From an optimization exercise on the open Yosys and OpenROAD flow, aimed at small area, a short achievable clock period and few clock cycles per item; shortcuts taken in it are not production practice.
In this exercise RTL edits were held to simulation tests only and were not proved equivalent to the original.

## run 1
## cvt_pair
module cvt_pair (
    input  wire        clk,
    input  wire        rst,
    input  wire        in_valid,
    output wire        in_ready,
    input  wire [7:0]  in_y0,
    input  wire [7:0]  in_y1,
    input  wire [7:0]  in_cb_a,
    input  wire [7:0]  in_cr_a,
    input  wire [7:0]  in_cb_b,
    input  wire [7:0]  in_cr_b,
    input  wire        in_interp,
    output wire        out_valid,
    output wire [31:0] out_r0,
    output wire [31:0] out_g0,
    output wire [31:0] out_b0,
    output wire [31:0] out_r1,
    output wire [31:0] out_g1,
    output wire [31:0] out_b1,
    output wire [23:0] out_rgb0_u8,    
    output wire [23:0] out_rgb1_u8
);
Size in the first run: roughly 9200 cells after synthesis, roughly 1100 flip-flops, ~290 I/O pins, ~68000 sq um of cells after synthesis.
export LEC_CHECK = 0
export ABC_AREA = 1
export CAP_MARGIN = 40
export CORE_MARGIN = 2
export CORE_UTILIZATION = 60
export PLACE_DENSITY = 0.7
export SLEW_MARGIN = 80
create_clock -name core_clock -period 17.0 [get_ports {clk}]
standard.sh (not shown) runs the stock make flow with config.mk's settings and CLKGATE_MAP_FILE= SYNTH_SCRIPT=/design/flow/synth_recipe.tcl, a recipe that flattens the netlist after the stock synthesis.
==> flow/flow/run.sh <==
#!/bin/bash
# The standard layout, with the port buffers made from buf_2 cells instead of
# the buffer buffer_ports picks by default (a slow delay cell).
# standard.sh's full output goes to standard.log in this folder.
set -euo pipefail
export BUFFER_PORTS_ARGS="-buffer_cell sky130_fd_sc_hd__buf_2"
bash standard.sh finish > standard.log 2>&1
Run 1: flow completed, timing, DRC and antenna clean
Testbench counts of run 1, summed over its fixed seeds: cycles 16,056, items 16,000.
### run 1 -> run 2
- CAP_MARGIN now 20, was 40
- SLEW_MARGIN now 60, was 80
[summary]
Hold slack of run 2 is on par with run 1. Going from run 1 to run 2, total wire length after detailed routing decreased by 3200 microns relative to the old numbers; post-route clock period utilization went down by 1.3 points; compound-cell area share of the yosys netlist essentially unchanged.
Changes in run 3 relative to run 2:
- PLACE_DENSITY changed from 0.7 to 0.8
- CORE_UTILIZATION changed from 60 to 70
Notes after the runs:
Layout overhead on the synthesized area | run 3 below run 2. | number of placed instances with taps included | lower: run 3 |. Looking at final period utilization, run 3 sits 0.22 points higher than run 2 does. Run 2 has lower largest fanout on the critical path than run 3. The more densely filled core belongs to run 3, not run 2. Delta (run 3 minus run 2): global-route wire length before repair +5.8%, maximum clock frequency now smaller.

========
== job 101 ==
Another version of the RTL of cvt_pair (not shown whole).
Size in the first run: ~9100 cells after synthesis, ~1100 flip-flops, ~290 I/O pins.
Settings: LEC_CHECK=0, ABC_AREA=1, CAP_MARGIN=20, CORE_MARGIN=2, CORE_UTILIZATION=60, CTS_CLUSTER_DIAMETER=70, CTS_CLUSTER_SIZE=30, PLACE_DENSITY=0.7, SLEW_MARGIN=70; clock period 17.0 ns.
Scripts as last shown in full above: flow/flow/run.sh
Job 101 was carried through to the last stage, and its layout satisfied the timing, design-rule and antenna checks.
Testbench counts of job 101, summed over its fixed seeds: cycles 16,056, items 16,000.
The following lists how job 102 was set up differently from job 101:
# job 101
export LEC_CHECK = 0
export ABC_AREA = 1
export CAP_MARGIN = 20
export CORE_MARGIN = 2
export CORE_UTILIZATION = 60
export CTS_CLUSTER_DIAMETER = 70
export CTS_CLUSTER_SIZE = 30
export PLACE_DENSITY = 0.7
export SLEW_MARGIN = 70
create_clock -name core_clock -period 17.0 [get_ports {clk}]
# job 102
export LEC_CHECK = 0
export ABC_AREA = 1
export CAP_MARGIN = 20
export CORE_MARGIN = 2
export CORE_UTILIZATION = 60
export CTS_CLUSTER_DIAMETER = 70
export CTS_CLUSTER_SIZE = 30
export PLACE_DENSITY = 0.7
export SLEW_MARGIN = 60
create_clock -name core_clock -period 17.0 [get_ports {clk}]
Results
[compare] base=job 101 new=job 102: fmax picked up an extra about 0.4%; utilization after layout lost 0.54 points.
The global-route usage was comparable across job 102 and job 101.

========
## old
RTL: one of the versions met above, not the one the previous note started from.
Size: ~290 I/O pins, about 0.068 sq mm of cells after synthesis.
==> flow/config.mk <==
export PLATFORM = sky130hd
export DESIGN_NAME = cvt_pair
export DESIGN_NICKNAME = cvt_pair
export VERILOG_FILES = /design/flow/design.v
export SDC_FILE = /design/flow/constraint.sdc
export NUM_CORES = 4
export LEC_CHECK = 0
export ABC_AREA = 1
export CAP_MARGIN = 20
export CORE_MARGIN = 2
export CORE_UTILIZATION = 60
export CTS_CLUSTER_DIAMETER = 70
export CTS_CLUSTER_SIZE = 30
export PLACE_DENSITY = 0.7
export SLEW_MARGIN = 60
==> flow/constraint.sdc <==
create_clock -name core_clock -period 17.0 [get_ports {clk}]
set_input_delay 3.4000 -clock core_clock [delete_from_list [all_inputs] [get_ports {clk}]]
set_output_delay 3.4000 -clock core_clock [all_outputs]
set_load 0.01 [all_outputs]
Scripts as last shown in full above: flow/flow/run.sh
old: all stages complete, timing, DRC and antenna checks passed
Testbench counts of old, summed over its fixed seeds: cycles 16,056, items 16,000.
What new does differently from old at the input level:
Settings: swapping 60 for 20 in SLEW_MARGIN; clearing CTS_CLUSTER_DIAMETER, which used to be 70; clearing CTS_CLUSTER_SIZE, which used to be 30.
Results
The flow did not stop early for new: all stages ran, and the layout cleared the timing, design-rule and antenna checks. new vs. old: detailed-routing iteration count for the pre-antenna-repair pass went down by 2. new ended with less fraction of area in multi-input gates than old. [compare] base=old new=new: final wirelength moved up, clock latency at the later pin of the worst-skew pair flat, buffer count excluding the clock tree in the final layout went down, number of buffers on the longest clock path level. old reports its standard cell with the maximum stage delay on the critical path as dfxtp_1 while new reports clkinv_1. Sort old and new by number of filler instances in the final layout asc -> top: new. Re share of cell area taken by flip-flops and latches: old was higher than new. old ended up with out_b0[25] as its end of the critical path; new ended up with c_5[177]. new against old: global-route usage increased by 0.18 points relative to the old numbers; period utilization saw an increase.

========
## MS
cvt_pair, a different RTL version from the one above (not shown whole).
Size in the first run: roughly 8100 cells after synthesis, roughly 1100 flip-flops, ~290 I/O pins, roughly 0.071 mm² of cells after synthesis.
export LEC_CHECK = 0
export CAP_MARGIN = 20
export CORE_MARGIN = 2
export CORE_UTILIZATION = 60
export PLACE_DENSITY = 0.7
export SLEW_MARGIN = 20
create_clock -name core_clock -period 17.0 [get_ports {clk}]
Scripts as last shown in full above: flow/flow/run.sh
Testbench counts of MS, summed over its fixed seeds: cycles 16,056, items 16,000.
The following lists how PW was set up differently from MS:
==> flow/run.sh (new file) <==
#!/bin/bash
# synth_recipe.tcl (not shown) runs the flow's synth.tcl, then flattens the netlist and writes it again
# the make line also repeats each setting of config.mk as NAME=value (left out here)
make -C /OpenROAD-flow-scripts/flow DESIGN_CONFIG=/design/flow/config.mk WORK_HOME=/design/flow/orfs CLKGATE_MAP_FILE= SYNTH_SCRIPT=/design/flow/synth_recipe.tcl finish
removed: flow/flow/run.sh
removed: flow/standard.sh
==> comparison <==
In summary, PW completed successfully, with a layout that passed the timing, design-rule and antenna checks. Of PW and MS, PW shows the higher routability congestion estimate from global placement, with MS below it. Taking MS as the reference, in PW total met3 wirelength after detailed routing up 110 µm, global-route usage lower, final clock period utilization by the worst path rose 1.3 points, count of nets after finishing about even. Run comparison: PW highest-delay cell along the critical path sky130_fd_sc_hd__fa_1; MS highest-delay cell along the critical path sky130_fd_sc_hd__dfxtp_1.

what the ideal ports hide:
The flow's constraints put no driver on any port. The routed layouts listed below were extracted and timed again, unchanged, in two steps.
Step 1: set_driving_cell puts a clkbuf_16 on clk and a buf_2 on each other input, an assumption about the parent block.
Step 2 times the ports against the registers' clock, not the clock port: input delays grow and output delays shrink by t, the midpoint of the rising clock arrivals with the driver on.
Three values: ideal, step 1, step 2; two values: the first two.
run	t (ns)	slack for setup (ns)	hold WS [ns]	worst setup path after step 2	cell pins on the clock port's net
run 1	0.782	12.047 / 12.047 / 11.926	0.322 / 0.322 / 0.322	input to register	1
run 2	0.782	12.266 / 12.189 / 11.920	0.322 / 0.322 / 0.322	input to register	1
run 3	0.766	12.228 / 12.228 / 11.925	0.320 / 0.320 / 0.320	input to register	1
job 101	0.764	12.385 / 12.307 / 11.910	0.331 / 0.331 / 0.331	input to register	1
job 102	0.751	12.402 / 12.322 / 11.909	0.318 / 0.318 / 0.318	input to register	1
old	0.745	12.305 / 12.233 / 11.937	0.335 / 0.335 / 0.335	input to register	1
new	0.772	12.118 / 12.118 / 11.937	0.323 / 0.323 / 0.323	input to register	1
MS	0.791	12.157 / 12.157 / 11.461	0.323 / 0.323 / 0.323	input to register	1
PW	0.800	11.928 / 11.903 / 11.184	0.323 / 0.323 / 0.323	input to register	1
After both steps setup and hold are still met in every run listed. The setup slack of PW, which loses most, moves by -0.025 ns with the drivers and by -0.744 ns with both steps.
